Source: an optimization exercise on an open RTL-to-GDS flow (aim: small area, a short achievable clock period and few clock cycles per item). Production flows keep margins and buffers that such runs may drop.
Function was not checked in any run shown here: the RTL went through the layout flow alone.
Power is estimated from default activity; no workload was simulated.

==> flow/config.mk <==
export PLATFORM = sky130hd
export DESIGN_NAME = og_fadd
export DESIGN_NICKNAME = og_fadd
export VERILOG_FILES = /design/flow/design.v
export SDC_FILE = /design/flow/constraint.sdc
export NUM_CORES = 4
export LEC_CHECK = 0
export ABC_AREA = 1
export ABC_CLOCK_PERIOD_IN_PS = 12000
export CAP_MARGIN = 20
export CORE_MARGIN = 2
export CORE_UTILIZATION = 55
export SETUP_SLACK_MARGIN = 1.0
export SLEW_MARGIN = 20
export SYNTH_HIERARCHICAL = 1
==> flow/constraint.sdc <==
create_clock -name core_clock -period 24.0 [get_ports {clk}]
set_input_delay 4.8000 -clock core_clock [delete_from_list [all_inputs] [get_ports {clk}]]
set_output_delay 4.8000 -clock core_clock [all_outputs]
set_load 0.01 [all_outputs]
==> flow/design.v <==
module og_add_pfx #(parameter W = 57) (
    input  wire [W-1:0] a,
    input  wire [W-1:0] b,
    input  wire         ci,
    output wire [W-1:0] s
);
    localparam L = 6;    
    wire [W:0] g0 = {a & b, ci};
    wire [W:0] p0 = {a ^ b, 1'b0};
    wire [W:0] g [0:L];
    wire [W:0] p [0:L];
    assign g[0] = g0;
    assign p[0] = p0;
    genvar k, i;
    generate
        for (k = 0; k < L; k = k + 1) begin : lev
            for (i = 0; i <= W; i = i + 1) begin : bit_
                if (((i >> k) & 1) == 1) begin : comb
                    localparam integer J = ((i >> k) << k) - 1;
                    assign g[k+1][i] = g[k][i] | (p[k][i] & g[k][J]);
                    assign p[k+1][i] = p[k][i] & p[k][J];
                end else begin : pass
                    assign g[k+1][i] = g[k][i];
                    assign p[k+1][i] = p[k][i];
                end
            end
        end
    endgenerate
    assign s = p0[W:1] ^ g[L][W-1:0];
endmodule
module og_inc_pfx #(parameter W = 63) (
    input  wire [W-1:0] a,
    input  wire         ci,
    output wire [W-1:0] s
);
    localparam L = 6;    
    wire [W:0] p [0:L];
    assign p[0] = {a, ci};
    genvar k, i;
    generate
        for (k = 0; k < L; k = k + 1) begin : lev
            for (i = 0; i <= W; i = i + 1) begin : bit_
                if (((i >> k) & 1) == 1) begin : comb
                    localparam integer J = ((i >> k) << k) - 1;
                    assign p[k+1][i] = p[k][i] & p[k][J];
                end else begin : pass
                    assign p[k+1][i] = p[k][i];
                end
            end
        end
    endgenerate
    assign s = a ^ p[L][W-1:0];
endmodule
module og_lzc64 (
    input  wire [63:0] x,
    output wire [5:0]  z
);
    wire [63:0] v0 = x;
    wire [31:0] v1;  wire [31:0] c1;
    wire [15:0] v2;  wire [31:0] c2;
    wire [7:0]  v3;  wire [23:0] c3;
    wire [3:0]  v4;  wire [15:0] c4;
    wire [1:0]  v5;  wire [9:0]  c5;
    genvar i;
    generate
        for (i = 0; i < 32; i = i + 1) begin : l1
            assign v1[i] = v0[2*i+1] | v0[2*i];
            assign c1[i] = ~v0[2*i+1];
        end
        for (i = 0; i < 16; i = i + 1) begin : l2
            assign v2[i] = v1[2*i+1] | v1[2*i];
            assign c2[2*i+1:2*i] = v1[2*i+1] ? {1'b0, c1[2*i+1]} : {1'b1, c1[2*i]};
        end
        for (i = 0; i < 8; i = i + 1) begin : l3
            assign v3[i] = v2[2*i+1] | v2[2*i];
            assign c3[3*i+2:3*i] = v2[2*i+1] ? {1'b0, c2[4*i+3:4*i+2]} : {1'b1, c2[4*i+1:4*i]};
        end
        for (i = 0; i < 4; i = i + 1) begin : l4
            assign v4[i] = v3[2*i+1] | v3[2*i];
            assign c4[4*i+3:4*i] = v3[2*i+1] ? {1'b0, c3[6*i+5:6*i+3]} : {1'b1, c3[6*i+2:6*i]};
        end
        for (i = 0; i < 2; i = i + 1) begin : l5
            assign v5[i] = v4[2*i+1] | v4[2*i];
            assign c5[5*i+4:5*i] = v4[2*i+1] ? {1'b0, c4[8*i+7:8*i+4]} : {1'b1, c4[8*i+3:8*i]};
        end
    endgenerate
    assign z = v5[1] ? {1'b0, c5[9:5]} : {1'b1, c5[4:0]};
endmodule
module og_shamt (
    input  wire [10:0] e,
    input  wire [10:0] f,
    output wire [5:0]  sh
);
    wire [10:0] d;
    og_add_pfx #(.W(11)) u_sub (.a(e), .b(~f), .ci(1'b1), .s(d));
    assign sh = d[5:0] | {6{|d[10:6]}};
endmodule
module og_fadd (
    input  wire        clk,
    input  wire        rst,         
    input  wire        in_valid,
    input  wire [63:0] a,
    input  wire [63:0] b,
    output reg         out_valid,
    output reg  [63:0] y,
    output reg         nf
);
    wire [10:0] ea_in = a[62:52];
    wire [10:0] eb_in = b[62:52];
    wire [5:0]  cab, cba;
    og_shamt u_shab (.e(ea_in), .f(eb_in), .sh(cab));
    og_shamt u_shba (.e(eb_in), .f(ea_in), .sh(cba));
    reg        v0;
    reg [63:0] a0, b0;
    reg        swap0;           
    reg [5:0]  shab0, shba0;    
    always @(posedge clk) begin
        if (rst) v0 <= 1'b0;
        else     v0 <= in_valid;
        a0    <= a;
        b0    <= b;
        swap0 <= (b[62:52] > a[62:52]);
        shab0 <= cab;
        shba0 <= cba;
    end
    wire [10:0] ea = a0[62:52];
    wire [10:0] eb = b0[62:52];
    wire        ha = |ea;
    wire        hb = |eb;
    wire [10:0] ea1 = {ea[10:1], ea[0] | ~ha};
    wire [10:0] eb1 = {eb[10:1], eb[0] | ~hb};
    wire        swap = swap0;
    wire [10:0] xl   = swap ? eb1 : ea1;
    wire [52:0] ml   = swap ? {hb, b0[51:0]} : {ha, a0[51:0]};
    wire [52:0] ms   = swap ? {ha, a0[51:0]} : {hb, b0[51:0]};
    wire        sub  = a0[63] ^ b0[63];
    wire [10:0] eam1 = ea - 11'd1;
    wire [10:0] ebm1 = eb - 11'd1;
    wire [5:0]  cam1 = eam1[5:0] | {6{|eam1[10:6]}};
    wire [5:0]  cbm1 = ebm1[5:0] | {6{|ebm1[10:6]}};
    wire [5:0]  shab = hb ? shab0 : (ha ? cam1 : 6'd0);
    wire [5:0]  shba = ha ? shba0 : (hb ? cbm1 : 6'd0);
    wire [5:0]  sh   = swap ? shba : shab;
    wire        ee  = (ea == eb);
    wire        sgt = ee & (b0[51:0] > a0[51:0]);    
    wire        rev = sub & sgt;
    wire        eq  = ee & (b0[51:0] == a0[51:0]);
    wire        sl  = (swap ? b0[63] : a0[63]) ^ rev;
    wire [55:0] x0 = {ms, 3'b000};
    wire [55:0] x1 = sh[5] ? {32'd0, x0[55:32]} : x0;
    wire        t1 = sh[5] & (|x0[31:0]);
    wire [55:0] x2 = sh[4] ? {16'd0, x1[55:16]} : x1;
    wire        t2 = t1 | (sh[4] & (|x1[15:0]));
    wire [55:0] x3 = sh[3] ? {8'd0, x2[55:8]} : x2;
    wire        t3 = t2 | (sh[3] & (|x2[7:0]));
    wire [55:0] x4 = sh[2] ? {4'd0, x3[55:4]} : x3;
    wire        t4 = t3 | (sh[2] & (|x3[3:0]));
    wire [55:0] x5 = sh[1] ? {2'd0, x4[55:2]} : x4;
    wire        t5 = t4 | (sh[1] & (|x4[1:0]));
    wire [55:0] x6 = sh[0] ? {1'd0, x5[55:1]} : x5;
    wire        t6 = t5 | (sh[0] & x5[0]);
    wire [55:0] al = {x6[55:1], x6[0] | t6};
    wire [56:0] s1;
    og_add_pfx #(.W(57)) u_add (
        .a  ({1'b0, ml, 3'b000} ^ {57{rev}}),
        .b  ({1'b0, al} ^ {57{sub & ~rev}}),
        .ci (sub),
        .s  (s1)
    );
    wire sg1 = sl & ~(sub & eq);
    reg        v1;
    reg [56:0] s2;
    reg [10:0] xp2;             
    reg        sg2;
    always @(posedge clk) begin
        if (rst) v1 <= 1'b0;
        else     v1 <= v0;
        s2  <= s1;
        xp2 <= xl + 11'd1;
        sg2 <= sg1;
    end
    reg [56:0] stop;
    integer j;
    always @(*) begin
        for (j = 0; j < 57; j = j + 1)
            stop[j] = (xp2 == 11'd57 - j[10:0]);
    end
    wire [5:0] lz;
    og_lzc64 u_lzc (.x({s2 | stop, 7'h7F}), .z(lz));
    wire [56:0] n1 = lz[5] ? {s2[24:0], 32'd0} : s2;
    wire [56:0] n2 = lz[4] ? {n1[40:0], 16'd0} : n1;
    wire [56:0] n3 = lz[3] ? {n2[48:0], 8'd0}  : n2;
    wire [56:0] n4 = lz[2] ? {n3[52:0], 4'd0}  : n3;
    wire [56:0] n5 = lz[1] ? {n4[54:0], 2'd0}  : n4;
    wire [56:0] n6 = lz[0] ? {n5[55:0], 1'd0}  : n5;
    wire [55:0] n  = {n6[56:2], n6[1] | n6[0]};
    wire [10:0] ex;
    og_add_pfx #(.W(11)) u_ex (.a(xp2), .b({5'h1F, ~lz}), .ci(1'b1), .s(ex));
    wire        inc = n[2] & (n[1] | n[0] | n[3]);
    wire [62:0] rounded;
    og_inc_pfx #(.W(63)) u_inc (
        .a  ({ex & {11{n[55]}}, n[54:3]}),
        .ci (inc),
        .s  (rounded)
    );
    wire nf2 = (&rounded[62:52]) | (s2[56] & (xp2 == 11'd2047));
    always @(posedge clk) begin
        if (rst) out_valid <= 1'b0;
        else     out_valid <= v1;
        y  <= {sg2, rounded};
        nf <= nf2;
    end
endmodule
==> flow/flow/run.sh <==
#!/bin/bash
# The standard ORFS flow (the standard.sh) with a few settings changed:
#  - timing repair aims for a larger setup margin (flow/margin.txt), so the
#    layout is optimised for a shorter achieved period;
#  - extra make settings from flow/extra.txt (one VAR=value per line).
# The clock, constraints and synthesis are the standard flow's own, unchanged.
set -euo pipefail
M=$(cat flow/margin.txt)
ARGS=()
if [[ -f flow/extra.txt ]]; then
  while IFS= read -r line; do [[ -n "$line" ]] && ARGS+=("$line"); done < flow/extra.txt
fi
# run standard.sh's make line with the changed margin and the extra settings
sed -E "s/SETUP_SLACK_MARGIN=[-0-9.]+/SETUP_SLACK_MARGIN=$M/" standard.sh > standard_mod.sh
bash standard_mod.sh "${ARGS[@]}" finish > flow_make.log 2>&1
==> flow/flow/extra.txt <==
BUFFER_PORTS_ARGS=-buffer_cell sky130_fd_sc_hd__buf_1
==> flow/flow/margin.txt <==
18
==> flow/standard.sh <==
#!/bin/bash
# synth_recipe.tcl (not shown) runs the flow's synth.tcl, then flattens the netlist and writes it again
# the make line also repeats each setting of config.mk as NAME=value (left out here)
make -C /OpenROAD-flow-scripts/flow DESIGN_CONFIG=/design/flow/config.mk WORK_HOME=/design/flow/orfs CLKGATE_MAP_FILE= SYNTH_SCRIPT=/design/flow/synth_recipe.tcl "${@:-finish}"
==> out/qor_table.md, run 1 <==
| Group | Result | Reported |
|---|---|---|
| run status | Outcome | finished clean |
| routing | Vias after detailed routing | 26900 |
| logic synthesis | Total standard cell area after synthesis | 26100 sq um |
| layout | Number of antenna repair diodes | 0 |
| setup path | Count of buffer and inverter cells on the critical path | 4 |
| routing | Detailed-route vias per instance | 5.37 |
| logic synthesis | Fraction of the mapped netlist area in compound gates | 12.5% |
| logic synthesis | Synth warn | 10 |
| logic synthesis | Multiplexer share of the synthesized area | 2.68% |
| setup path | Worst path arrival time | 6440 ps |
| timing | Slew of the pin with the lowest slew margin | 1000 ps |
| clock tree | Sink count of the clock tree | 278 |
| power | Leakage power figure | 14.6 nW |
| clock tree | Clock root buffer | clkbuf_16 |
| logic synthesis | Fraction of the mapped netlist area in adder cells | 8.57% |
| die | Placeable core area | 46700 sq um |
| setup path | Critical-path cell list | buf_12, clkinv_8, inv_4, fa_2, inv_2, nand2_2, nand2_2, nand3_4, nand2_4, fa_2, nor2_4, nand4_1 |
| logic synthesis | Register bit total from synthesis | 278 |
| setup path | Slowest cell delay on critical path | 450 ps |
| place | DP Wirelength | 63800 microns |
| logic synthesis | Xor/xnor cell area share of the yosys netlist | 5.58% |
| timing | Post-route clock period utilization | 24.9% |
| die | Row Count | 79 |
| clock tree | Level count of the clock H-tree | 1 |
| timing | Max-slew violation count | 0 |
| logic synthesis | Basic-gate share of the synthesized area counting and, or, nand and nor cells | 38.2% |
| layout | Area used by multi-input combinational logic | 18200 sq um |
| logic synthesis | Number of cells produced by synthesis | 4272 |
| global route | Congestion Overflow GR | 0 |
| setup path | Start point of the critical path | a[52] |
| setup path | Required time at the endpoint of the critical path | 24460 ps |
| timing | RSZ-0062 raised after global routing | yes |
| layout | Seq. cell area | 5570 sq um |
| global route | Initial antenna violation count | 0 |
| clock tree | Clock slew at the register clock pins of the worst setup and hold paths | 60 ps |
| timing | Final clock skew | 16.4 ps |
| routing | Number of DRC violations after detailed routing | 0 |
| die | Die boundary width | 222 microns |
| layout | Utilization after layout | 62.3% |
| layout | Layout-stage area growth over the synthesis result | 11.3% |
| run | Number of violations of the max-capacitance limit | 0 |
| logic synthesis | Proportion of synthesized chip area in sequential cells | 21.3% |
| place | Gp weighted congestion | 1.06 |
| setup path | Slowest cell on the critical path | fa_2 |
| hold path | HP Class | reg2reg |
| global route | Vias in the first global route | 23800 |
| timing | Finish-stage setup viols | 0 |
| routing | Pre-antenna DRT Iters | 6 |
| routing | Detailed Route Iter0 Violations | 2540 |
| logic synthesis | Post-Synthesis Mean Instance Area | 6.11 sq um |
| setup path | Depth of the critical timing path with buffers and inverters included | 12 |
| timing | Endpoints failing hold | 0 |
| logic synthesis | Main combinational cell family by area after synthesis | simple AND/OR/NAND/NOR gates |
| layout | Fraction of layout instances using a drive strength above 1 | 8.10% |
| power | Power per Cell Area | 103 nW/um^2 |
| timing | Final sum of negative setup slack | 0 ps |
| setup path | Crit. End Element | flop |
| layout | Count of nets after finishing | 4681 |
| setup path | Largest fanout of any net on the critical path | 6 |
| setup path | Start of the worst register-to-register path | b0[53] |
| clock tree | Clock latency at the later pin of the worst-skew pair | 590 ps |
| global route | Combined global-route utilization of all metal layers | 31.9% |
| die | Initial core utilization | 56.0% |
| clock tree | TritonCTS clock tree | built |
| layout | Fillers | 4674 |
| setup path | Class of the most critical setup path | in2reg |
| logic synthesis | Count of distinct cell types in the synthesized netlist | 66 |
| routing | Routed wirelength normalized by instance count | 16.3 microns |
| global route | Global-route wire length before repair | 127000 microns |
| routing | Total routed wirelength | 81900 microns |
| routing | Antenna-violating nets left | 0 |
| timing | Worst hold margin | 337 ps |
| clock tree | TritonCTS buffer count | 30 |
| timing | Achievable Freq | 0.167 GHz |
| setup path | Type of element launching the critical path | input pin |
| die | Ports placed on the boundary | 197 |
| place | Buffers added on ports | 196 |
| setup path | Register-to-register path setup slack | 18420 ps |
| timing | Slew Limit Headroom | 33.2% |
| global route | Largest net degree at the start of global routing | 126 |
| setup path | Endpoint of the worst setup timing path | shba0[1] |
| timing | Shortest period the worst path allows | 5980 ps |
| setup path | Worst Reg-to-Reg Cells | 33 |
| die | Total die area | 49200 sq um |
| clock tree | Maximum clock path buffer count | 3 |
| die | Chip height | 222 microns |
| power | Worst IR Drop VDD | 74.6 uV |
| setup path | Worst flop-to-flop path endpoint | s2[31] |
| setup path | Critical path's top delay family | adder cells |
## worst min-delay path by stage
stage	slack (ps)	cells after the start	from	endpoint
after floorplan	310	0	sg2	y[63]
after global placement	310	0	sg2	y[63]
after detailed placement	320	0	sg2	y[63]
after CTS	340	0	sg2	y[63]
after global routing	340	0	sg2	y[63]
final	340	0	sg2	y[63]
## cell families after synthesis
kind of cell | after synthesis
buffers and inverters | 717
xor gates and xnor gates | 160
muxes | 70
other | 3
and+or+nand+nor | 2287
DFF | 278
AOI/OAI and AO/OA | 589
adders and majority gates | 168
## worst register-to-register path: cells and delay by family (launching register included)
kind          cells  cell delay, ps
flops             1             380
simple gates     26            3580
fa+ha+maj         3            1160
buf+inv           4             330
## synthesized netlist by cell type, drive strengths merged
cell type / count / area, sq um
a21boi: 3 / 22.5
buf: 94 / 544
nand3b: 24 / 180
dfxtp: 278 / 5570
a21o: 7 / 52.6
o41ai: 1 / 8.76
o221ai: 2 / 17.5
o31ai: 10 / 75.1
xor2: 135 / 1180
mux2i: 70 / 701
or3: 1 / 6.26
a221oi: 5 / 61.3
fa: 18 / 360
clkinv: 8 / 35.0
nand3: 525 / 2660
o22ai: 3 / 18.8
o21ai: 365 / 1830
nand4: 38 / 250
a211oi: 5 / 37.5
o21bai: 30 / 225
o32ai: 1 / 8.76
nor3: 30 / 176
clkbuf: 86 / 323
a2111oi: 1 / 8.76
inv: 529 / 1990
a22oi: 2 / 15.0
a21oi: 115 / 606
conb: 3 / 11.3
a31oi: 11 / 68.8
o311ai: 1 / 8.76
nor2: 315 / 1390
and2: 10 / 70.1
o21a: 7 / 52.6
nor4: 5 / 31.3
o211ai: 19 / 143
xnor2: 25 / 275
nand2: 1322 / 5110
a31o: 1 / 8.76
or2: 17 / 106
ha: 150 / 1880
## per-module statistics from Yosys (local to each module, per instance), a selection
module    area, sq um  cells
og_fadd         18600   2871
og_lzc64          931    195
og_shamt          121     27
## registers in the layout, indices dropped and copies added, names as in the netlist
register and flops:
a0 64, b0 64, y 64, s2 57, xp2 11, shab0 6
shba0 6, nf 1, out_valid 1, sg2 1, swap0 1, v0 1
v1 1
## stage by stage
step           power [mW]  std cells  cell area [sq um]  setup slack [ps]
2_1_floorplan        1.95       4287              26300             17650
3_3_place_gp         2.40       4933              27200             17150
3_5_place_dp         2.40       4933              27200             17100
4_1_cts              2.92       4995              28400             17980
5_1_grt              3.25       5013              29100             17930
6_report             2.99       5013              29100             18020
## power breakdown
group | leakage (nW) | switching [mW] | internal, mW
clock | 0.536 | 0.203 | 0.302
combinational | 11.7 | 1.20 | 0.613
sequential | 2.34 | 0.0784 | 0.595
total | 14.6 | 1.48 | 1.51
## per-layer routing
layer  global-route usage, %  routed length, microns  vias up
met3                    3.27                    5210      186
met4                    12.1                    3420        0
met5                       0                       0        -
li1                        -                       -    14000
met2                    52.1                   36600      933
met1                    43.4                   36600    11800
## cell usage in the layout (no fill, tap or decap), drive strengths merged, types with 7 or more instances in the layout
master	instances
o21a	7
o211ai	19
nor3	30
o31ai	10
nand2	1323
ha	150
clkinv	17
nand3	525
inv	533
nand3b	24
mux2i	70
xnor2	25
xor2	135
a21oi	115
o21bai	30
clkbuf	39
or2	17
buf	235
conb	18
nand4	38
fa	18
a31oi	11
o21ai	365
dfxtp	278
nor2	318
and2	10
a21o	7
## area by class of cell
| type | instances | area share [%] |
|---|---|---|
| Clock inverter | 20 | 0.917 |
| Sequential cell | 278 | 19.2 |
| Multi-Input combinational cell | 3296 | 62.8 |
| Inverter | 537 | 7.18 |
| Timing Repair inverter | 1 | 0.0301 |
| Tap cell | 607 | 2.61 |
| Timing Repair Buffer | 238 | 4.48 |
| Clock buffer | 36 | 2.84 |
## what timing repair did
action                                  in CTS  in global routing
resized for setup                           40                155
endpoints found under the hold margin        0                  0
pin swaps                                   11                 31
cloned                                       3                  3
hold buffers                                 0                  0
setup buffers                                3                 15
endpoints found under the setup margin      46                 81
==> run 2, diff against run 1 <==
--- a/flow/design.v
+++ b/flow/design.v
@@ -94,6 +94,49 @@
     wire [10:0] d;
     og_add_pfx #(.W(11)) u_sub (.a(e), .b(~f), .ci(1'b1), .s(d));
     assign sh = d[5:0] | {6{|d[10:6]}};
+endmodule
+module og_add_bk #(parameter W = 57) (
+    input  wire [W-1:0] a,
+    input  wire [W-1:0] b,
+    input  wire         ci,
+    output wire [W-1:0] s
+);
+    localparam L = 6;       
+    localparam N = W + 1;   
+    wire [N-1:0] g0 = {a & b, ci};
+    wire [N-1:0] p0 = {a ^ b, 1'b0};
+    wire [N-1:0] gu [0:L];
+    wire [N-1:0] pu [0:L];
+    assign gu[0] = g0;
+    assign pu[0] = p0;
+    genvar k, i;
+    generate
+        for (k = 0; k < L; k = k + 1) begin : up
+            for (i = 0; i < N; i = i + 1) begin : bit_
+                if (((i + 1) % (2 << k)) == 0 && i >= (1 << k)) begin : comb
+                    assign gu[k+1][i] = gu[k][i] | (pu[k][i] & gu[k][i - (1 << k)]);
+                    assign pu[k+1][i] = pu[k][i] & pu[k][i - (1 << k)];
+                end else begin : pass
+                    assign gu[k+1][i] = gu[k][i];
+                    assign pu[k+1][i] = pu[k][i];
+                end
+            end
+        end
+    endgenerate
+    wire [N-1:0] gd [0:L];
+    assign gd[L] = gu[L];
+    generate
+        for (k = L - 1; k >= 0; k = k - 1) begin : dn
+            for (i = 0; i < N; i = i + 1) begin : bit_
+                if (((i + 1) % (2 << k)) == (1 << k) && i >= (2 << k)) begin : comb
+                    assign gd[k][i] = gd[k+1][i] | (pu[k][i] & gd[k+1][i - (1 << k)]);
+                end else begin : pass
+                    assign gd[k][i] = gd[k+1][i];
+                end
+            end
+        end
+    endgenerate
+    assign s = p0[N-1:1] ^ gd[0][N-2:0];
 endmodule
 module og_fadd (
     input  wire        clk,
@@ -161,7 +204,7 @@
     wire        t6 = t5 | (sh[0] & x5[0]);
     wire [55:0] al = {x6[55:1], x6[0] | t6};
     wire [56:0] s1;
-    og_add_pfx #(.W(57)) u_add (
+    og_add_bk #(.W(57)) u_add (
         .a  ({1'b0, ml, 3'b000} ^ {57{rev}}),
         .b  ({1'b0, al} ^ {57{sub & ~rev}}),
         .ci (sub),
==> out/qor_table.md, run 2 <==
| Group | Result | Reported |
|---|---|---|
| logic synthesis | Proportion of synthesized chip area in sequential cells | 21.9% |
| clock tree | Clock slew at the register clock pins of the worst setup and hold paths | 60 ps |
| timing | Finish-stage setup viols | 0 |
| timing | Max-slew violation count | 0 |
| global route | Initial antenna violation count | 0 |
| routing | Total routed wirelength | 78000 microns |
| routing | Routed wirelength normalized by instance count | 16.4 microns |
| die | Die boundary width | 219 microns |
| global route | Largest net degree at the start of global routing | 121 |
| global route | Combined global-route utilization of all metal layers | 31.8% |
| die | Row Count | 78 |
| logic synthesis | Total standard cell area after synthesis | 25400 sq um |
| clock tree | Maximum clock path buffer count | 3 |
| run status | Outcome | finished clean |
| power | Leakage power figure | 13.9 nW |
| routing | Number of DRC violations after detailed routing | 0 |
| place | Post-Place Worst Slack | 17110 ps |
| power | Post-route total power | 2.85 mW |
| global route | Congestion Overflow GR | 0 |
| logic synthesis | Number of cells produced by synthesis | 4027 |
| logic synthesis | FFs w/ async S/R, synth | 0% |
| layout | Fraction of layout instances using a drive strength above 1 | 7.98% |
| place | Gp weighted congestion | 1.04 |
| logic synthesis | Register bit total from synthesis | 278 |
| timing | RSZ-0062 raised after global routing | yes |
| routing | Pre-antenna DRT Iters | 6 |
| hold path | HP Class | reg2reg |
| logic synthesis | Biggest area consumer among synthesized cells | dfxtp_1 |
| die | Chip height | 219 microns |
| clock tree | Clock root buffer | clkbuf_16 |
| place | Placement-stage cell area | 26400 sq um |
| die | Ports placed on the boundary | 197 |
| setup path | Crit. End Element | flop |
| logic synthesis | Synth area leaders | dfxtp_1, nand2_1, nand3_1 |
| clock tree | TritonCTS clock tree | built |
| layout | Layout-stage area growth over the synthesis result | 11.5% |
| place | Placed insts | 4679 |
| die | Placeable core area | 45500 sq um |
| clock tree | TritonCTS buffer count | 30 |
| timing | Slew Limit Headroom | 39.2% |
| logic synthesis | Synth warn | 10 |
| setup path | Slowest cell on the critical path | fa_2 |
| timing | Achievable Freq | 0.167 GHz |
| layout | Highest-count cells in the layout ignoring fill and taps | nand2_1, nand3_1, inv_1, o21ai_0, dfxtp_1 |
| power | Worst IR Drop VDD | 172 uV |
| routing | Detailed Route Iter0 Violations | 2264 |
| die | Total die area | 47900 sq um |
| clock tree | Level count of the clock H-tree | 1 |
| layout | Number of antenna repair diodes | 0 |
| layout | Post-route insts no fill | 4758 |
| logic synthesis | Dominant cell by count in the synthesized netlist | nand2_1 |
| setup path | Slowest cell delay on critical path | 440 ps |
| place | DP Wirelength | 61100 microns |
| timing | Shortest period the worst path allows | 6000 ps |
| layout | Most common cell after layout, fill and taps aside | nand2_1 |
| global route | Vias in the first global route | 22700 |
| setup path | Type of element launching the critical path | input pin |
| layout | Largest registers in the final layout | a0 (64), b0 (64), y (64) |
| setup path | Required time at the endpoint of the critical path | 24430 ps |
| clock tree | Number of buffers added to fix hold violations after cts | 0 |
| timing | Final sum of negative setup slack | 0 ps |
| logic synthesis | Post-synth top area share | 21.9% |
| clock tree | Clock latency at the later pin of the worst-skew pair | 580 ps |
| logic synthesis | Count of distinct cell types in the synthesized netlist | 68 |
| routing | Antenna-violating nets left | 0 |
| run | Number of violations of the max-capacitance limit | 0 |
| setup path | Largest fanout of any net on the critical path | 6 |
| setup path | Worst path arrival time | 6430 ps |
| logic synthesis | EDFF count, synth | 0 |
| place | Buffers added on ports | 196 |
| routing | Detailed-route vias per instance | 5.39 |
| layout | Count of nets after finishing | 4455 |
| clock tree | Sink count of the clock tree | 278 |
| die | Initial core utilization | 55.8% |
| logic synthesis | Top cells by instance count after synthesis | nand2_1, nand3_1, inv_1, o21ai_0, dfxtp_1 |
| logic synthesis | Most used flip-flop cell after synthesis | dfxtp_1 |
| layout | Final design area excluding fillers | 28300 sq um |
| logic synthesis | Post-Synthesis Mean Instance Area | 6.31 sq um |
| setup path | Most used cell along the critical path | nand2_2 |
| timing | Post-route clock period utilization | 25.0% |
| timing | Slack of the critical path | 18000 ps |
| timing | Final clock skew | 20.2 ps |
| routing | Vias after detailed routing | 25600 |
| timing | Slew of the pin with the lowest slew margin | 912 ps |
| power | Power per Cell Area | 101 nW/um^2 |
| setup path | Class of the most critical setup path | in2reg |
| timing | Endpoints failing hold | 0 |
| setup path | Critical-path cell list | buf_8, clkinv_4, inv_4, fa_2, inv_2, nand2_2, nand2_2, nand3_2, nand2_2, fa_2, nor2_4, nand4_1 |
| global route | Global-route wire length before repair | 122000 microns |
run 2: changes by cell type in the layout (fill, tap and decap cells not counted), sizes merged, moves of 5 or more:
cell / delta
nand2: -150
nor2: -46
inv: -39
a21oi: -35
mux2i: -29
fa: +23
nand3: -23
xnor2: +16
o21ai: +14
a31oi: +11
xor2: -8
clkbuf: +7
buf: -5
run 2: cells by family (layout without fill, tap and decap cells):
kind of cell | after synthesis | in the layout | synth area share, %
AO/OA/AOI/OAI | 593 | 593 | 13.1
XOR/XNOR | 168 | 168 | 6.01
adder cells (fa/ha/maj) | 190 | 190 | 10.6
buffers and inverters | 682 | 793 | 11.0
flip-flops | 278 | 278 | 21.9
multiplexers | 41 | 41 | 1.62
other | 3 | 18 | 0.0443
AND/OR/NAND/NOR | 2072 | 2077 | 35.8
run 2: metal layers:
metal / share of wire [%] / global-route usage (%) / vias to the layer above
li1: - / - / 13200
met1: 45 / 44.0 / 11300
met2: 44 / 50.8 / 874
met3: 6.3 / 3.48 / 189
met4: 4.5 / 12.4 / 0
met5: 0 / 0 / -
run 2: area by class of cell:
type | instances | area [sq um]
Timing Repair Buffer | 237 | 1310
Inverter | 499 | 1940
Fill cell | 4494 | 17200
Multi-Input combinational cell | 3087 | 17600
Clock buffer | 39 | 897
Timing Repair inverter | 1 | 8.76
Tap cell | 600 | 751
Clock inverter | 17 | 234
Sequential cell | 278 | 5570
run 2: per-stage QoR:
stage          util (%)  hold WS [ps]
2_1_floorplan         -           310
3_3_place_gp       58.1           317
3_5_place_dp       58.1           315
4_1_cts            61.0           330
5_1_grt            62.3           331
6_report           62.3           328
run 2: path summary, 6_finish.rpt:
| kind | slack, ps | endpoint | cells after the start | start |
|---|---|---|---|---|
| min | 330 | y[63] | 0 | sg2 |
| max reg2reg | 18290 | s2[55] | 38 | a0[52] |
| min reg2reg | 330 | y[63] | 0 | sg2 |
| max | 18000 | shba0[2] | 12 | a[52] |
run 2: power by group:
group          switching (mW)  internal [mW]  total, mW
registers              0.0858          0.597      0.683
clock network           0.194          0.318      0.511
logic                    1.09          0.564       1.65
total                    1.37           1.48       2.85
run 2: modules after synthesis (local to each module, per instance), excerpt:
module,copies in the design,flops+latches,area [sq um]
og_fadd,1,278,18600
og_lzc64,1,0,931
og_shamt,2,0,121
run 2: worst max-delay path, delay by kind of cell:
kind	cells	cell delay (ps)
adders and majority gates	2	820
buffers and inverters	4	250
and+or+nand+nor	6	570
run 2: what timing repair did:
item / 4_1_cts / 5_1_grt
pin swaps: 18 / 30
cloned: 3 / 4
setup buffers: 5 / 11
resized for setup: 44 / 142
endpoints found under the setup margin: 70 / 100
==> run 3, diff against run 2 <==
==> flow/flow/margin.txt (replaced) <==
17.7
==> out/qor_table.md, run 3 <==
| Group | Result | Reported |
|---|---|---|
| run status | Outcome | finished clean |
| setup path | Type of element launching the critical path | input pin |
| routing | Total routed wirelength | 76700 microns |
| power | Leakage power figure | 13.7 nW |
| hold path | Number of instances on the worst hold path | 0 |
| layout | Post-route insts no fill | 4746 |
| timing | Finish-stage setup viols | 0 |
| logic synthesis | EDFF count, synth | 0 |
| logic synthesis | Post-Synthesis Mean Instance Area | 6.31 sq um |
| logic synthesis | Fraction of the mapped netlist area in compound gates | 13.1% |
| timing | Final clock skew | 17.1 ps |
| setup path | Worst path arrival time | 6610 ps |
| logic synthesis | Register bit total from synthesis | 278 |
| routing | Detailed-route vias per instance | 5.34 |
| global route | Initial antenna violation count | 0 |
| die | Initial core utilization | 55.8% |
| timing | Shortest period the worst path allows | 6160 ps |
| clock tree | Level count of the clock H-tree | 1 |
| die | Total die area | 47900 sq um |
| layout | Fraction of layout instances using a drive strength above 1 | 6.27% |
| place | Placed insts | 4679 |
| global route | Congestion Overflow GR | 0 |
| setup path | Required time at the endpoint of the critical path | 24450 ps |
| timing | Endpoints failing hold | 0 |
| timing | Slew Limit Headroom | 41.7% |
| setup path | Crit. End Element | flop |
| global route | Vias in the first global route | 22900 |
| setup path | Critical-path cell list | buf_1, inv_4, ha_4, nand2_2, nand2_2, a21oi_2, nand2_2, fa_2, xor2_1, nor2_2, nand4_1 |
| clock tree | Maximum clock path buffer count | 3 |
| logic synthesis | Most used flip-flop cell after synthesis | dfxtp_1 |
| die | Chip height | 219 microns |
| setup path | Slowest cell delay on critical path | 390 ps |
| run | Number of violations of the max-capacitance limit | 0 |
| logic synthesis | Count of distinct cell types in the synthesized netlist | 68 |
| logic synthesis | Xor/xnor cell area share of the yosys netlist | 6.01% |
| power | Power per Cell Area | 101 nW/um^2 |
| setup path | Class of the most critical setup path | in2reg |
| logic synthesis | Fraction of the mapped netlist area in adder cells | 10.6% |
| logic synthesis | Proportion of synthesized chip area in sequential cells | 21.9% |
| timing | Achievable Freq | 0.162 GHz |
| layout | Fillers | 4539 |
| setup path | Register-to-register path setup slack | 18200 ps |
| place | Buffers added on ports | 196 |
| layout | Number of antenna repair diodes | 0 |
| layout | Count of nets after finishing | 4445 |
| place | DP Wirelength | 61100 microns |
| logic synthesis | Synth warn | 10 |
| logic synthesis | Total standard cell area after synthesis | 25400 sq um |
| logic synthesis | Basic-gate share of the synthesized area counting and, or, nand and nor cells | 35.8% |
| clock tree | Clock latency at the later pin of the worst-skew pair | 590 ps |
| logic synthesis | Synth area leaders | dfxtp_1, nand2_1, nand3_1 |
| logic synthesis | Multiplexer share of the synthesized area | 1.62% |
| setup path | Worst Reg-to-Reg Cells | 40 |
| place | Post-Place Worst Slack | 17160 ps |
| setup path | Start of the worst register-to-register path | b0[52] |
| logic synthesis | Number of cells produced by synthesis | 4027 |
| routing | Vias after detailed routing | 25400 |
| clock tree | TritonCTS clock tree | built |
| clock tree | Number of buffers added to fix hold violations after cts | 0 |
| layout | Highest-count cells in the layout ignoring fill and taps | nand2_1, nand3_1, inv_1, o21ai_0, dfxtp_1 |
| clock tree | Sink count of the clock tree | 278 |
| clock tree | Clock root buffer | clkbuf_16 |
| logic synthesis | Dominant cell by count in the synthesized netlist | nand2_1 |
| place | Gp weighted congestion | 1.03 |
| global route | Largest net degree at the start of global routing | 117 |
| hold path | Hold_sp | sg2 |
| routing | Routed wirelength normalized by instance count | 16.2 microns |
| setup path | Largest fanout of any net on the critical path | 6 |
| global route | Combined global-route utilization of all metal layers | 31.5% |
| routing | Antenna-violating nets left | 0 |
| die | Die boundary width | 219 microns |
| routing | Pre-antenna DRT Iters | 6 |
| global route | Global-route wire length before repair | 121000 microns |
| clock tree | TritonCTS buffer count | 31 |
| timing | Post-route clock period utilization | 25.6% |
| timing | Max-slew violation count | 0 |
| power | Worst IR Drop VDD | 89.2 uV |
| hold path | Capture endpoint of the worst hold path | y[63] |
| die | Placeable core area | 45500 sq um |
| timing | RSZ-0062 raised after global routing | no |
| layout | Most common cell after layout, fill and taps aside | nand2_1 |
| routing | Number of DRC violations after detailed routing | 0 |
| setup path | Most used cell along the critical path | nand2_2 |
| hold path | HP Class | reg2reg |
| timing | Final sum of negative setup slack | 0 ps |
| setup path | Slowest cell on the critical path | fa_2 |
| timing | Slack of the critical path | 17840 ps |
| logic synthesis | Post-synth top area share | 21.9% |
| logic synthesis | Top cells by instance count after synthesis | nand2_1, nand3_1, inv_1, o21ai_0, dfxtp_1 |
| setup path | Worst flop-to-flop path endpoint | s2[53] |
| logic synthesis | Main combinational cell family by area after synthesis | simple AND/OR/NAND/NOR gates |
| die | Row Count | 78 |
| timing | Slew of the pin with the lowest slew margin | 874 ps |
| layout | Largest registers in the final layout | a0 (64), b0 (64), y (64) |
| logic synthesis | FFs w/ async S/R, synth | 0% |
| routing | Detailed Route Iter0 Violations | 2401 |
| logic synthesis | Biggest area consumer among synthesized cells | dfxtp_1 |
| clock tree | Clock slew at the register clock pins of the worst setup and hold paths | 70 ps |
| die | Ports placed on the boundary | 197 |
| layout | Layout-stage area growth over the synthesis result | 8.96% |
==> run 3: cell counts after synthesis <==
Identical to the previous run, type by type.
==> run 3: final cells by class <==
type                       instances  area (sq um)  area share, %
timing repair inverter             1          5.00         0.0181
timing repair buffer             226          1040           3.74
clock buffer                      38           852           3.08
tap                              600           751           2.71
inverter                         499          1910           6.90
sequential                       278          5570           20.1
multi-input combinational       3087         17400           62.8
clock inverter                    17           175          0.633
==> run 3: worst max-delay path, delay by kind of cell <==
family	cells	cell delay, ps
xor+xnor	1	150
buf+inv	2	310
fa+ha+maj	2	650
simple gates	5	560
compound gates	1	140
==> run 3: report_power, final <==
group | internal [mW] | switching, mW | leakage [nW]
clock | 0.275 | 0.201 | 0.500
combinational | 0.553 | 1.08 | 10.8
sequential | 0.597 | 0.0829 | 2.34
==> run 3: cell families (layout without fill, tap and decap cells) <==
family	after synthesis	count (layout)
AOI/OAI and AO/OA	593	593
xor gates and xnor gates	168	168
adders and majority gates	190	190
buffers and inverters	682	781
DFF	278	278
muxes	41	41
other	3	18
and+or+nand+nor	2072	2077
==> run 3: repair_timing <==
item                       CTS  global route
setup buffers                0             6
pin swaps                    1             5
gates resized for setup      4            44
cloned                       2             4
setup endpoints to repair   12            87
==> run 3: Yosys stat by module, one instance, submodules excluded, excerpt <==
module | cells inside | flops+latches | cell area [sq um]
og_fadd | 2878 | 278 | 18600
og_lzc64 | 195 | 0 | 931
og_shamt | 27 | 0 | 121
==> run 3: through the flow <==
stage / instance area [sq um] / utilization [%] / hold slack (ps) / power [mW]
after floorplan: 25600 / - / 310 / 1.86
after global placement: 26400 / 58.1 / 311 / 2.28
after detailed placement: 26400 / 58.1 / 319 / 2.29
after CTS: 27500 / 60.4 / 327 / 2.78
after global routing: 27700 / 60.9 / 338 / 3.05
final: 27700 / 60.9 / 323 / 2.79
==> run 3: worst max-delay path by stage <==
stage	start	end	slack, ps	cells after the start
2_1_floorplan	a[54]	shab0[0]	17650	8
3_3_place_gp	b[55]	shab0[1]	17190	11
3_5_place_dp	b[54]	shba0[2]	17160	9
4_1_cts	a0[52]	s2[53]	17720	36
5_1_grt	a0[52]	s2[53]	17700	38
6_report	a[56]	shba0[3]	17840	11
==> run 3: per-layer routing <==
| metal | track usage [%] | share of wire, % | wire length, microns | up-vias |
|---|---|---|---|---|
| li1 | - | - | - | 13200 |
| met4 | 12.7 | 4.7 | 3570 | 0 |
| met2 | 50.2 | 44 | 33500 | 808 |
| met1 | 43.0 | 45 | 34700 | 11200 |
| met3 | 4.06 | 6.5 | 4960 | 177 |
| met5 | 0 | 0 | 0 | - |
==> run 4, diff against run 3 <==
==> flow/flow/margin.txt (replaced) <==
18
--- a/flow/config.mk
+++ b/flow/config.mk
@@ -9,7 +9,7 @@
 export ABC_CLOCK_PERIOD_IN_PS = 12000
 export CAP_MARGIN = 20
 export CORE_MARGIN = 2
-export CORE_UTILIZATION = 55
+export CORE_UTILIZATION = 65
 export SETUP_SLACK_MARGIN = 1.0
 export SLEW_MARGIN = 20
 export SYNTH_HIERARCHICAL = 1
==> out/qor_table.md, run 4 <==
| Group | Result | Reported |
|---|---|---|
| logic synthesis | Main combinational cell family by area after synthesis | simple AND/OR/NAND/NOR gates |
| routing | Total routed wirelength | 79300 microns |
| timing | Worst hold margin | 350 ps |
| timing | Final sum of negative setup slack | 0 ps |
| setup path | Crit. End Element | flop |
| logic synthesis | Most used flip-flop cell after synthesis | dfxtp_1 |
| routing | Number of DRC violations after detailed routing | 0 |
| place | Placed insts | 4597 |
| logic synthesis | Synth area leaders | dfxtp_1, nand2_1, nand3_1 |
| place | Placement-stage cell area | 26300 sq um |
| setup path | Worst Reg-to-Reg Cells | 28 |
| routing | Detailed Route Iter0 Violations | 2673 |
| setup path | Count of buffer and inverter cells on the critical path | 3 |
| hold path | Hold_sp | sg2 |
| setup path | Largest fanout of any net on the critical path | 6 |
| setup path | Type of element launching the critical path | input pin |
| routing | Pre-antenna DRT Iters | 8 |
| setup path | Register-to-register path setup slack | 18270 ps |
| logic synthesis | Dominant cell by count in the synthesized netlist | nand2_1 |
| layout | Final design area excluding fillers | 28300 sq um |
| power | Leakage power figure | 13.9 nW |
| setup path | Slowest cell delay on critical path | 450 ps |
| timing | Endpoints failing hold | 0 |
| logic synthesis | Basic-gate share of the synthesized area counting and, or, nand and nor cells | 35.8% |
| timing | Final clock skew | 11.9 ps |
| die | Initial core utilization | 65.7% |
| hold path | HP Class | reg2reg |
| logic synthesis | Number of cells produced by synthesis | 4027 |
| layout | Layout-stage area growth over the synthesis result | 11.5% |
| timing | Slack of the critical path | 17960 ps |
| hold path | Capture endpoint of the worst hold path | y[63] |
| setup path | Worst flop-to-flop path endpoint | nf |
| logic synthesis | Multiplexer share of the synthesized area | 1.62% |
| logic synthesis | Fraction of the mapped netlist area in compound gates | 13.1% |
| timing | Shortest period the worst path allows | 6040 ps |
| run | Number of violations of the max-capacitance limit | 0 |
| setup path | Start of the worst register-to-register path | xp2[7] |
| timing | Finish-stage setup viols | 0 |
| global route | Combined global-route utilization of all metal layers | 36.6% |
| die | Placeable core area | 38600 sq um |
| global route | Global-route wire length before repair | 121000 microns |
| clock tree | Clock slew at the register clock pins of the worst setup and hold paths | 70 ps |
| clock tree | Sink count of the clock tree | 278 |
| logic synthesis | Fraction of the mapped netlist area in adder cells | 10.6% |
| setup path | Class of the most critical setup path | in2reg |
| die | Row Count | 72 |
| layout | Number of antenna repair diodes | 0 |
| logic synthesis | FFs w/ async S/R, synth | 0% |
| layout | Utilization after layout | 73.3% |
| timing | Achievable Freq | 0.166 GHz |
| global route | Congestion Overflow GR | 0 |
| global route | Initial antenna violation count | 0 |
| die | Chip height | 202 microns |
| logic synthesis | EDFF count, synth | 0 |
| setup path | Worst path arrival time | 6480 ps |
| die | Ports placed on the boundary | 197 |
| clock tree | Clock root buffer | clkbuf_16 |
| clock tree | Level count of the clock H-tree | 1 |
| timing | Slew Limit Headroom | 44.6% |
| logic synthesis | Count of distinct cell types in the synthesized netlist | 68 |
| layout | Highest-count cells in the layout ignoring fill and taps | nand2_1, nand3_1, inv_1, o21ai_0, dfxtp_1 |
| setup path | Critical path's top delay family | adder cells |
| layout | Fraction of layout instances using a drive strength above 1 | 8.30% |
| logic synthesis | Xor/xnor cell area share of the yosys netlist | 6.01% |
| setup path | Slowest cell on the critical path | fa_2 |
| die | Die boundary width | 202 microns |
| clock tree | Clock latency at the later pin of the worst-skew pair | 590 ps |
| logic synthesis | Post-synth top area share | 21.9% |
| logic synthesis | Total standard cell area after synthesis | 25400 sq um |
| power | Worst IR Drop VDD | 80.5 uV |
| power | Post-route total power | 2.85 mW |
| logic synthesis | Proportion of synthesized chip area in sequential cells | 21.9% |
| logic synthesis | Biggest area consumer among synthesized cells | dfxtp_1 |
| layout | Largest registers in the final layout | a0 (64), b0 (64), y (64) |
| timing | Post-route clock period utilization | 25.2% |
| clock tree | Maximum clock path buffer count | 3 |
| routing | Routed wirelength normalized by instance count | 16.9 microns |
| clock tree | TritonCTS buffer count | 29 |
| global route | Largest net degree at the start of global routing | 117 |
| layout | Post-route insts no fill | 4686 |
| power | Power per Cell Area | 101 nW/um^2 |
| routing | Antenna-violating nets left | 0 |
| timing | RSZ-0062 raised after global routing | yes |
| place | Post-Place Worst Slack | 17060 ps |
| logic synthesis | Top cells by instance count after synthesis | nand2_1, nand3_1, inv_1, o21ai_0, dfxtp_1 |
| layout | Most common cell after layout, fill and taps aside | nand2_1 |
| place | Gp weighted congestion | 1.05 |
| global route | Vias in the first global route | 23900 |
| place | DP Wirelength | 58900 microns |
| clock tree | TritonCTS clock tree | built |
| hold path | Number of instances on the worst hold path | 0 |
| timing | Slew of the pin with the lowest slew margin | 823 ps |
| setup path | Critical-path cell list | buf_8, inv_2, fa_2, inv_2, nand2_4, nand2_4, nand3_2, nand2_2, fa_2, nor2_4, nand4_1 |
| setup path | Required time at the endpoint of the critical path | 24450 ps |
| place | Buffers added on ports | 196 |
| logic synthesis | Register bit total from synthesis | 278 |
| timing | Max-slew violation count | 0 |
| run status | Outcome | finished clean |
| logic synthesis | Post-Synthesis Mean Instance Area | 6.31 sq um |
| routing | Vias after detailed routing | 26700 |
| routing | Detailed-route vias per instance | 5.70 |
| layout | Count of nets after finishing | 4467 |
| logic synthesis | Synth warn | 10 |
| die | Total die area | 40700 sq um |
run 4: changes by cell type in the layout (fill, tap and decap cells not counted), sizes merged:
cell	change
buf	+29
nand2	+2
bufinv	+3
clkinvlp	-1
clkbuf	-10
clkinv	-2
inv	+1
run 4: kinds of logic (layout without fill, tap and decap cells):
group,count (synthesis),after routing
mux,41,41
flops,278,278
simple gates,2072,2079
compound gates,593,593
other cells,3,18
xor+xnor,168,168
fa+ha+maj,190,190
buf+inv,682,801
run 4: power breakdown:
group	switching (mW)	internal [mW]
sequential	0.0887	0.597
combinational	1.10	0.571
clock	0.206	0.294
total	1.39	1.46
run 4: per-module statistics from Yosys (local to each module, per instance), a selection:
module / flip-flops and latches / copies in the design / cell area (sq um)
og_fadd: 278 / 1 / 18600
og_shamt: 0 / 2 / 121
og_lzc64: 0 / 1 / 931
run 4: final cells by class:
cell class	instances	area [sq um]
clock inverters	18	258
fillers	3341	10300
inverters	499	1950
flip-flops and latches	278	5570
well taps	518	648
repair inverters	1	5.00
clock buffers	35	798
multi-input cells	3089	17700
repair buffers	248	1430
run 4: worst max path at each step:
stage | start | depth (start not counted) | to
6_report | a[52] | 11 | shab0[2]
5_1_grt | xp2[7] | 31 | nf
4_1_cts | xp2[7] | 34 | nf
3_5_place_dp | a[55] | 11 | shba0[2]
3_3_place_gp | a[55] | 11 | shba0[0]
2_1_floorplan | a[54] | 8 | shab0[0]
run 4: worst register-to-register path, delay by kind of cell, from the launching register on:
family,cells,cell delay (ps)
DFF,1,410
and+or+nand+nor,15,2300
AOI/OAI and AO/OA,7,1750
buffers and inverters,5,1000
muxes,1,160
run 4: what timing repair did:
action | CTS | global route
buffers inserted | 4 | 22
setup endpoints to repair | 64 | 94
pin swaps | 15 | 42
resized for setup | 55 | 145
cloned | 4 | 6
hold buffers | 0 | 0
hold endpoints to repair | 0 | 0
run 4: metal layers:
metal | up-vias | track usage [%] | routed length (microns)
met5 | - | 0 | 0
met4 | 0 | 16.4 | 4190
met3 | 280 | 5.51 | 6450
met2 | 1256 | 59.9 | 36000
met1 | 11900 | 47.9 | 32600
li1 | 13300 | - | -
==> run 5, diff against run 4 <==
--- a/flow/config.mk
+++ b/flow/config.mk
@@ -5,11 +5,11 @@
 export SDC_FILE = /design/flow/constraint.sdc
 export NUM_CORES = 4
 export LEC_CHECK = 0
-export ABC_AREA = 1
+export ABC_AREA = 0
 export ABC_CLOCK_PERIOD_IN_PS = 12000
 export CAP_MARGIN = 20
 export CORE_MARGIN = 2
-export CORE_UTILIZATION = 65
+export CORE_UTILIZATION = 55
 export SETUP_SLACK_MARGIN = 1.0
 export SLEW_MARGIN = 20
 export SYNTH_HIERARCHICAL = 1
==> out/qor_table.md, run 5 <==
| Group | Result | Reported |
|---|---|---|
| run status | Outcome | finished clean |
| power | Sequential share of power | 26.6% |
| logic synthesis | Dominant cell by count in the synthesized netlist | mux2i_1 |
| power | Leakage power figure | 12.4 nW |
| clock tree | Level count of the clock H-tree | 1 |
| setup path | Class of the most critical setup path | in2reg |
| routing | Detailed-route vias per instance | 6.14 |
| routing | Vias after detailed routing | 22900 |
| logic synthesis | Total standard cell area after synthesis | 24200 sq um |
| power | Net load switching power | 1.23 mW |
| routing | Routed wirelength normalized by instance count | 22.2 microns |
| logic synthesis | Count of distinct cell types in the synthesized netlist | 104 |
| global route | Met1 usage in global routing | 43.0% |
| timing | Post-route clock period utilization | 26.5% |
| routing | Total routed wirelength | 82700 microns |
| global route | GR peak layer | met2 |
| power | Total internal power | 1.55 mW |
| timing | Final clock skew | 14.8 ps |
| place | Gp weighted congestion | 1.02 |
| die | Die boundary width | 214 microns |
| global route | Global-route wire length before repair | 123000 microns |
| die | Placeable core area | 43300 sq um |
| logic synthesis | Number of cells produced by synthesis | 2871 |
| setup path | Slowest cell on the critical path | ha_4 |
| setup path | Largest fanout of any net on the critical path | 2 |
| timing | Slew Limit Headroom | 26.4% |
| setup path | Start point of the critical path | a[53] |
| global route | Largest net degree at the start of global routing | 68 |
| place | Placed insts | 3552 |
| power | Switching part of the total | 44.2% |
| routing | Detailed Route Iter0 Violations | 1923 |
| clock tree | TritonCTS buffer count | 30 |
| timing | Finish-stage setup viols | 0 |
| setup path | Crit. End Element | flop |
| layout | Highest-count cells in the layout ignoring fill and taps | mux2i_1, dfxtp_1, nand2_1, inv_1, buf_1 |
| clock tree | Clock latency at the later pin of the worst-skew pair | 590 ps |
| global route | Global-route met3 utilization | 5.93% |
| timing | Endpoints failing hold | 0 |
| logic synthesis | Synth warn | 10 |
| routing | Number of DRC violations after detailed routing | 0 |
| timing | RSZ-0062 raised after global routing | yes |
| die | Chip height | 214 microns |
| power | Post-route total power | 2.77 mW |
| logic synthesis | Post-synth top area share | 23.0% |
| die | Total die area | 45700 sq um |
| layout | Number of antenna repair diodes | 0 |
| global route | Congestion Overflow GR | 0 |
| setup path | Worst path arrival time | 6810 ps |
| power | Clock power frac | 18.7% |
| hold path | Number of instances on the worst hold path | 0 |
| die | Row Count | 76 |
| hold path | Hold_sp | sg2 |
| die | Ports placed on the boundary | 197 |
| layout | Post-route insts no fill | 3727 |
| power | Worst IR Drop VDD | 76.0 uV |
| routing | Antenna-violating nets left | 0 |
| logic synthesis | Synth area leaders | dfxtp_1, mux2i_1, ha_1 |
| layout | Most common cell after layout, fill and taps aside | mux2i_1 |
| clock tree | Clock slew at the register clock pins of the worst setup and hold paths | 60 ps |
| global route | Vias in the first global route | 22000 |
| layout | Utilization after layout | 67.6% |
| layout | Count of nets after finishing | 3439 |
| setup path | Required time at the endpoint of the critical path | 24460 ps |
| setup path | Most used cell along the critical path | o21a_1 |
| clock tree | Clock root buffer | clkbuf_16 |
| logic synthesis | Proportion of synthesized chip area in sequential cells | 23.0% |
| global route | Combined global-route utilization of all metal layers | 34.5% |
| clock tree | TritonCTS clock tree | built |
| setup path | Critical-path cell list | buf_8, inv_4, ha_4, nor2b_1, o21a_1, o21a_1, o21a_1, o21a_1, o21a_1, o21a_1, o21ai_1, nand2b_1, a21oi_2, nor2b_1, o32a_1 |
| place | Buffers added on ports | 196 |
| logic synthesis | Post-Synthesis Mean Instance Area | 8.44 sq um |
| logic synthesis | Most used flip-flop cell after synthesis | dfxtp_1 |
| timing | Max-slew violation count | 0 |
| timing | Shortest period the worst path allows | 6350 ps |
| logic synthesis | Register bit total from synthesis | 278 |
| power | Power per Cell Area | 94.8 nW/um^2 |
| timing | Slew of the pin with the lowest slew margin | 1070 ps |
| layout | Fraction of layout instances using a drive strength above 1 | 18.5% |
| setup path | Worst Reg-to-Reg Cells | 28 |
| layout | Largest registers in the final layout | a0 (64), b0 (64), y (64) |
| logic synthesis | FFs w/ async S/R, synth | 0% |
| logic synthesis | Top cells by instance count after synthesis | mux2i_1, dfxtp_1, nand2_1, inv_1, nor2_1 |
| logic synthesis | EDFF count, synth | 0 |
| die | Initial core utilization | 56.0% |
| place | DP Wirelength | 60800 microns |
| run | Number of violations of the max-capacitance limit | 0 |
| hold path | HP Class | reg2reg |
| routing | Pre-antenna DRT Iters | 5 |
| global route | Met2 Track Usage GR | 57.6% |
| clock tree | Maximum clock path buffer count | 3 |
| setup path | Type of element launching the critical path | input pin |
| setup path | Start of the worst register-to-register path | a0[54] |
| timing | Achievable Freq | 0.157 GHz |
| layout | Layout-stage area growth over the synthesis result | 20.8% |
| global route | Initial antenna violation count | 0 |
| logic synthesis | Biggest area consumer among synthesized cells | dfxtp_1 |
| power | Relative contribution of combinational cells to total power | 54.7% |
| clock tree | Sink count of the clock tree | 278 |
| setup path | Slowest cell delay on critical path | 190 ps |
| timing | Final sum of negative setup slack | 0 ps |
run 5: cell type report:
class | instances | area, sq um
clock buffer | 44 | 895
fill | 3572 | 14000
multi-input combinational | 2264 | 18600
clock inverter | 12 | 236
timing repair buffer | 342 | 2380
sequential | 278 | 5620
tap | 585 | 732
inverter | 202 | 805
run 5: cells by family after synthesis:
| group | share of synthesized area, % |
|---|---|
| adder cells (fa/ha/maj) | 11.1 |
| multiplexers | 17.8 |
| buffers and inverters | 5.87 |
| other | 0.0465 |
| flip-flops | 23.0 |
| XOR/XNOR | 9.08 |
| AO/OA/AOI/OAI | 17.1 |
| AND/OR/NAND/NOR | 16.0 |
run 5: metal layers:
layer	up-vias	wire length (microns)
li1	10700	-
met1	10900	34100
met2	1024	38300
met3	273	5740
met4	0	4570
met5	-	0
run 5: worst paths after layout:
path / endpoint / slack (ps)
hold reg to reg: y[63] / 330
setup / recovery: swap0 / 17650
hold / removal: y[63] / 330
setup reg to reg: s2[56] / 17710
run 5: metrics by stage:
step	area, sq um	hold WS (ps)	setup WS [ps]
after floorplan	24400	310	17270
after global placement	25400	311	16360
after detailed placement	25400	322	16250
after CTS	28100	336	17680
after global routing	29300	337	17530
final	29300	332	17650
run 5: power groups by stage:
stage               clock (mW)  sequential [mW]  combinational [mW]
floorplan                    0            0.684               0.974
global placement             0            0.742                1.28
detailed placement           0            0.740                1.31
CTS                      0.525            0.730                1.40
global route             0.544            0.744                1.65
finish                   0.519            0.737                1.52
run 5: Yosys stat by module, one instance, submodules excluded, excerpt:
module	copies in the design	cell area [sq um]	flip-flops and latches
og_fadd	1	18400	278
og_shamt	2	110	0
og_lzc64	1	698	0
run 5: what timing repair did:
item / 4_1_cts / 5_1_grt
cloned: 7 / 6
pin swaps: 76 / 75
gates resized for setup: 231 / 171
endpoints found under the setup margin: 118 / 105
setup buffers: 68 / 38
hold buffers: 0 / 0
run 5: worst max-delay path: cells and delay by family:
kind / cells / cell delay (ps)
AOI/OAI and AO/OA: 9 / 1420
and+or+nand+nor: 3 / 250
adders and majority gates: 1 / 190
buffers and inverters: 2 / 150
==> run 6, diff against run 5 <==
--- a/flow/design.v
+++ b/flow/design.v
@@ -51,11 +51,11 @@
     endgenerate
     assign s = a ^ p[L][W-1:0];
 endmodule
-module og_lzc64 (
-    input  wire [63:0] x,
+module og_lzc57 (
+    input  wire [56:0] x,
     output wire [5:0]  z
 );
-    wire [63:0] v0 = x;
+    wire [63:0] v0 = {x, 7'h7F};
     wire [31:0] v1;  wire [31:0] c1;
     wire [15:0] v2;  wire [31:0] c2;
     wire [7:0]  v3;  wire [23:0] c3;
@@ -137,6 +137,42 @@
         end
     endgenerate
     assign s = p0[N-1:1] ^ gd[0][N-2:0];
+endmodule
+module og_inc_bk #(parameter W = 63) (
+    input  wire [W-1:0] a,
+    input  wire         ci,
+    output wire [W-1:0] s
+);
+    localparam L = 6;       
+    localparam N = W + 1;   
+    wire [N-1:0] pu [0:L];
+    wire [N-1:0] pd [0:L];
+    assign pu[0] = {a, ci};
+    genvar k, i;
+    generate
+        for (k = 0; k < L; k = k + 1) begin : up
+            for (i = 0; i < N; i = i + 1) begin : bit_
+                if (((i + 1) % (2 << k)) == 0 && i >= (1 << k)) begin : comb
+                    assign pu[k+1][i] = pu[k][i] & pu[k][i - (1 << k)];
+                end else begin : pass
+                    assign pu[k+1][i] = pu[k][i];
+                end
+            end
+        end
+    endgenerate
+    assign pd[L] = pu[L];
+    generate
+        for (k = 0; k < L; k = k + 1) begin : dn
+            for (i = 0; i < N; i = i + 1) begin : bit_
+                if (((i + 1) % (2 << k)) == (1 << k) && i >= (2 << k)) begin : comb
+                    assign pd[k][i] = pd[k+1][i] & pd[k+1][i - (1 << k)];
+                end else begin : pass
+                    assign pd[k][i] = pd[k+1][i];
+                end
+            end
+        end
+    endgenerate
+    assign s = a ^ pd[0][N-2:0];
 endmodule
 module og_fadd (
     input  wire        clk,
@@ -229,7 +265,7 @@
             stop[j] = (xp2 == 11'd57 - j[10:0]);
     end
     wire [5:0] lz;
-    og_lzc64 u_lzc (.x({s2 | stop, 7'h7F}), .z(lz));
+    og_lzc57 u_lzc (.x(s2 | stop), .z(lz));
     wire [56:0] n1 = lz[5] ? {s2[24:0], 32'd0} : s2;
     wire [56:0] n2 = lz[4] ? {n1[40:0], 16'd0} : n1;
     wire [56:0] n3 = lz[3] ? {n2[48:0], 8'd0}  : n2;
@@ -237,11 +273,10 @@
     wire [56:0] n5 = lz[1] ? {n4[54:0], 2'd0}  : n4;
     wire [56:0] n6 = lz[0] ? {n5[55:0], 1'd0}  : n5;
     wire [55:0] n  = {n6[56:2], n6[1] | n6[0]};
-    wire [10:0] ex;
-    og_add_pfx #(.W(11)) u_ex (.a(xp2), .b({5'h1F, ~lz}), .ci(1'b1), .s(ex));
+    wire [10:0] ex = xp2 - {5'd0, lz};
     wire        inc = n[2] & (n[1] | n[0] | n[3]);
     wire [62:0] rounded;
-    og_inc_pfx #(.W(63)) u_inc (
+    og_inc_bk #(.W(63)) u_inc (
         .a  ({ex & {11{n[55]}}, n[54:3]}),
         .ci (inc),
         .s  (rounded)
--- a/flow/config.mk
+++ b/flow/config.mk
@@ -5,7 +5,7 @@
 export SDC_FILE = /design/flow/constraint.sdc
 export NUM_CORES = 4
 export LEC_CHECK = 0
-export ABC_AREA = 0
+export ABC_AREA = 1
 export ABC_CLOCK_PERIOD_IN_PS = 12000
 export CAP_MARGIN = 20
 export CORE_MARGIN = 2
==> out/qor_table.md, run 6 <==
| Group | Result | Reported |
|---|---|---|
| routing | Detailed Route Iter0 Violations | 2209 |
| logic synthesis | FFs w/ async S/R, synth | 0% |
| setup path | Class of the most critical setup path | in2reg |
| logic synthesis | Number of cells produced by synthesis | 3765 |
| setup path | Crit. End Element | flop |
| timing | Post-route clock period utilization | 25.2% |
| power | Leakage power figure | 13.7 nW |
| setup path | Worst path arrival time | 6520 ps |
| routing | Antenna-violating nets left | 0 |
| power | Power per Cell Area | 101 nW/um^2 |
| clock tree | Clock latency at the later pin of the worst-skew pair | 610 ps |
| layout | Final design area excluding fillers | 27800 sq um |
| layout | Fillers | 4010 |
| timing | Finish-stage setup viols | 0 |
| logic synthesis | Xor/xnor cell area share of the yosys netlist | 7.01% |
| die | Placeable core area | 44000 sq um |
| layout | Highest-count cells in the layout ignoring fill and taps | nand2_1, nand3_1, inv_1, o21ai_0, dfxtp_1 |
| die | Ports placed on the boundary | 197 |
| logic synthesis | Most used flip-flop cell after synthesis | dfxtp_1 |
| logic synthesis | Proportion of synthesized chip area in sequential cells | 22.8% |
| layout | Count of nets after finishing | 4239 |
| clock tree | Number of buffers added to fix hold violations after cts | 0 |
| timing | Slew Limit Headroom | 43.6% |
| global route | Initial antenna violation count | 0 |
| setup path | Largest fanout of any net on the critical path | 6 |
| logic synthesis | Post-synth top area share | 22.8% |
| routing | Pre-antenna DRT Iters | 6 |
| setup path | Required time at the endpoint of the critical path | 24470 ps |
| timing | Final sum of negative setup slack | 0 ps |
| clock tree | Clock root buffer | clkbuf_16 |
| die | Die boundary width | 215 microns |
| die | Initial core utilization | 55.4% |
| layout | Largest registers in the final layout | a0 (64), b0 (64), y (64) |
| hold path | Hold_sp | sg2 |
| routing | Vias after detailed routing | 25700 |
| routing | Detailed-route vias per instance | 5.71 |
| logic synthesis | Main combinational cell family by area after synthesis | simple AND/OR/NAND/NOR gates |
| timing | Max-slew violation count | 0 |
| layout | Layout-stage area growth over the synthesis result | 13.8% |
| place | DP Wirelength | 65100 microns |
| clock tree | Level count of the clock H-tree | 1 |
| logic synthesis | Post-Synthesis Mean Instance Area | 6.48 sq um |
| hold path | Capture endpoint of the worst hold path | y[63] |
| logic synthesis | Synth warn | 10 |
| global route | Combined global-route utilization of all metal layers | 35.1% |
| setup path | Worst Reg-to-Reg Cells | 30 |
| die | Total die area | 46100 sq um |
| routing | Total routed wirelength | 85500 microns |
| clock tree | Maximum clock path buffer count | 3 |
| hold path | Number of instances on the worst hold path | 0 |
| place | Buffers added on ports | 196 |
| logic synthesis | Biggest area consumer among synthesized cells | dfxtp_1 |
| layout | Number of antenna repair diodes | 0 |
| logic synthesis | Total standard cell area after synthesis | 24400 sq um |
| logic synthesis | Fraction of the mapped netlist area in compound gates | 13.3% |
| timing | RSZ-0062 raised after global routing | yes |
| timing | Achievable Freq | 0.165 GHz |
| logic synthesis | Basic-gate share of the synthesized area counting and, or, nand and nor cells | 32.7% |
| global route | Vias in the first global route | 24300 |
| hold path | HP Class | reg2reg |
| place | Gp weighted congestion | 0.996 |
| logic synthesis | Dominant cell by count in the synthesized netlist | nand2_1 |
| run status | Outcome | finished clean |
| power | Worst IR Drop VDD | 94.8 uV |
| logic synthesis | Register bit total from synthesis | 278 |
| clock tree | Clock slew at the register clock pins of the worst setup and hold paths | 60 ps |
| global route | Congestion Overflow GR | 0 |
| clock tree | TritonCTS buffer count | 30 |
| die | Chip height | 215 microns |
| timing | Slew of the pin with the lowest slew margin | 838 ps |
| clock tree | TritonCTS clock tree | built |
| logic synthesis | Fraction of the mapped netlist area in adder cells | 12.1% |
| timing | Endpoints failing hold | 0 |
| power | Post-route total power | 2.81 mW |
| setup path | Worst flop-to-flop path endpoint | nf |
| run | Number of violations of the max-capacitance limit | 0 |
| layout | Fraction of layout instances using a drive strength above 1 | 9.04% |
| timing | Shortest period the worst path allows | 6050 ps |
| logic synthesis | Top cells by instance count after synthesis | nand2_1, inv_1, nand3_1, o21ai_0, dfxtp_1 |
| setup path | Start of the worst register-to-register path | xp2[6] |
| global route | Global-route wire length before repair | 130000 microns |
| place | Placement-stage cell area | 25500 sq um |
| logic synthesis | Count of distinct cell types in the synthesized netlist | 59 |
| routing | Routed wirelength normalized by instance count | 19.0 microns |
| routing | Number of DRC violations after detailed routing | 0 |
| logic synthesis | EDFF count, synth | 0 |
| logic synthesis | Synth area leaders | dfxtp_1, nand2_1, ha_1 |
| clock tree | Sink count of the clock tree | 278 |
| global route | Largest net degree at the start of global routing | 111 |
| timing | Final clock skew | 19.1 ps |
| logic synthesis | Multiplexer share of the synthesized area | 1.93% |
| die | Row Count | 77 |
| setup path | Register-to-register path setup slack | 18290 ps |
| setup path | Type of element launching the critical path | input pin |
| layout | Most common cell after layout, fill and taps aside | nand2_1 |
run 6: cell types whose count changed in the layout (fill, tap and decap cells not counted), sizes merged, moves of 51 or more:
cell	change
buf	-74
nand2	+841
xnor2	-111
xor2	+51
nor2	+57
a21oi	-60
nand3	+338
mux2i	-314
o21ai	+238
a21o	-87
inv	+249
run 6: critical path, cell delays in order:
cell     delay (ps)
buf_8           110
inv_2            50
inv_2            40
fa_2            390
inv_2            70
nand2_2          50
nand2_2          60
nand3_2          70
nand2_2          90
buf_4           110
buf_4           110
nand2_2          70
nand3_1          90
nand2_1          80
inv_1           190
nand4_1         160
run 6: timing repair:
item	CTS	global route
gates cloned	3	9
gates resized for setup	72	198
endpoints found under the setup margin	98	84
pin swaps	11	36
buffers inserted	7	29
run 6: metrics by stage:
step | hold WS (ps) | cells | utilization (%) | worst slack (ps)
6_report | 331 | 4509 | 63.1 | 17950
5_1_grt | 346 | 4509 | 63.1 | 17840
2_1_floorplan | 310 | 3765 | - | 17650
4_1_cts | 331 | 4471 | 60.9 | 18000
3_5_place_dp | 316 | 4406 | 57.9 | 16950
3_3_place_gp | 315 | 4406 | 57.9 | 17190
run 6: logic make-up after synthesis:
kind of cell,count (synthesis)
fa+ha+maj,214
buf+inv,624
mux,47
other cells,2
simple gates,1822
xor+xnor,191
compound gates,587
flops,278
run 6: final cells by class:
class	instances	area [sq um]	area share (%)
clock inverters	14	169	0.608
inverters	455	1820	6.55
multi-input cells	2867	17000	61.2
well taps	592	741	2.67
clock buffers	41	893	3.22
repair inverters	3	22.5	0.0811
flip-flops and latches	278	5570	20.1
repair buffers	259	1570	5.64
run 6: per-module statistics from Yosys (local to each module, per instance), a selection:
module	area (sq um)	flip-flops and latches	copies in the design	cells
og_fadd	18600	278	1	2886
og_lzc57	805	0	1	174
og_shamt	121	0	2	27
run 6: power by group:
| part | switching, mW | total [mW] | internal [mW] | leakage [nW] |
|---|---|---|---|---|
| combinational | 1.09 | 1.64 | 0.550 | 10.8 |
| clock | 0.204 | 0.488 | 0.284 | 0.519 |
| sequential | 0.0895 | 0.688 | 0.598 | 2.34 |
run 6: worst max-delay path by stage:
stage / endpoint / slack [ps] / start / cells past startpoint
floorplan: shab0[0] / 17650 / a[54] / 8
global placement: nf / 17190 / xp2[8] / 29
detailed placement: nf / 16950 / xp2[8] / 29
CTS: shba0[3] / 18000 / a[52] / 12
global route: nf / 17840 / xp2[6] / 32
finish: shba0[2] / 17950 / a[52] / 16
run 6: metal layers:
metal	part of all wire (%)	GRT usage (%)	up-vias
met1	41	44.7	11900
met4	4.6	14.0	0
li1	-	-	12500
met3	6.9	4.61	223
met5	0	0	-
met2	48	60.2	1098

==> static timing again, ports no longer ideal <==
The flow's constraints put no driver on any port. The routed layouts listed below were extracted and timed again, unchanged, in two steps.
Step 1 (the two cells are an assumption about what drives the block):
set clk [get_ports {clk}]
set_driving_cell -lib_cell sky130_fd_sc_hd__clkbuf_16 $clk
set_driving_cell -lib_cell sky130_fd_sc_hd__buf_2 [delete_from_list [all_inputs] $clk]
Step 2, shift: input delay + t, output delay - t, t = (earliest + latest rising clock arrival at the registers) / 2. This alone moves slack from input paths to output paths.
a / b / c = no drivers / after step 1 / after step 2; a / b = the first two.
run | shift t [ns] | slack for setup (ns) | worst data-port slew with drivers (ns)
run 1 | 0.641 | 18.017 / 18.006 / 17.387 | 0.07
run 2 | 0.631 | 17.997 / 17.986 / 17.355 | 0.08
run 3 | 0.643 | 17.845 / 17.877 / 17.234 | 0.06
run 4 | 0.637 | 17.964 / 17.938 / 17.301 | 0.08
run 5 | 0.641 | 17.647 / 17.666 / 17.025 | 0.06
run 6 | 0.664 | 17.947 / 17.953 / 17.303 | 0.07
After both steps setup and hold are still met in every run listed. For run 4, which loses most, drivers alone change the setup slack by -0.026 ns; drivers and shift together by -0.663 ns.
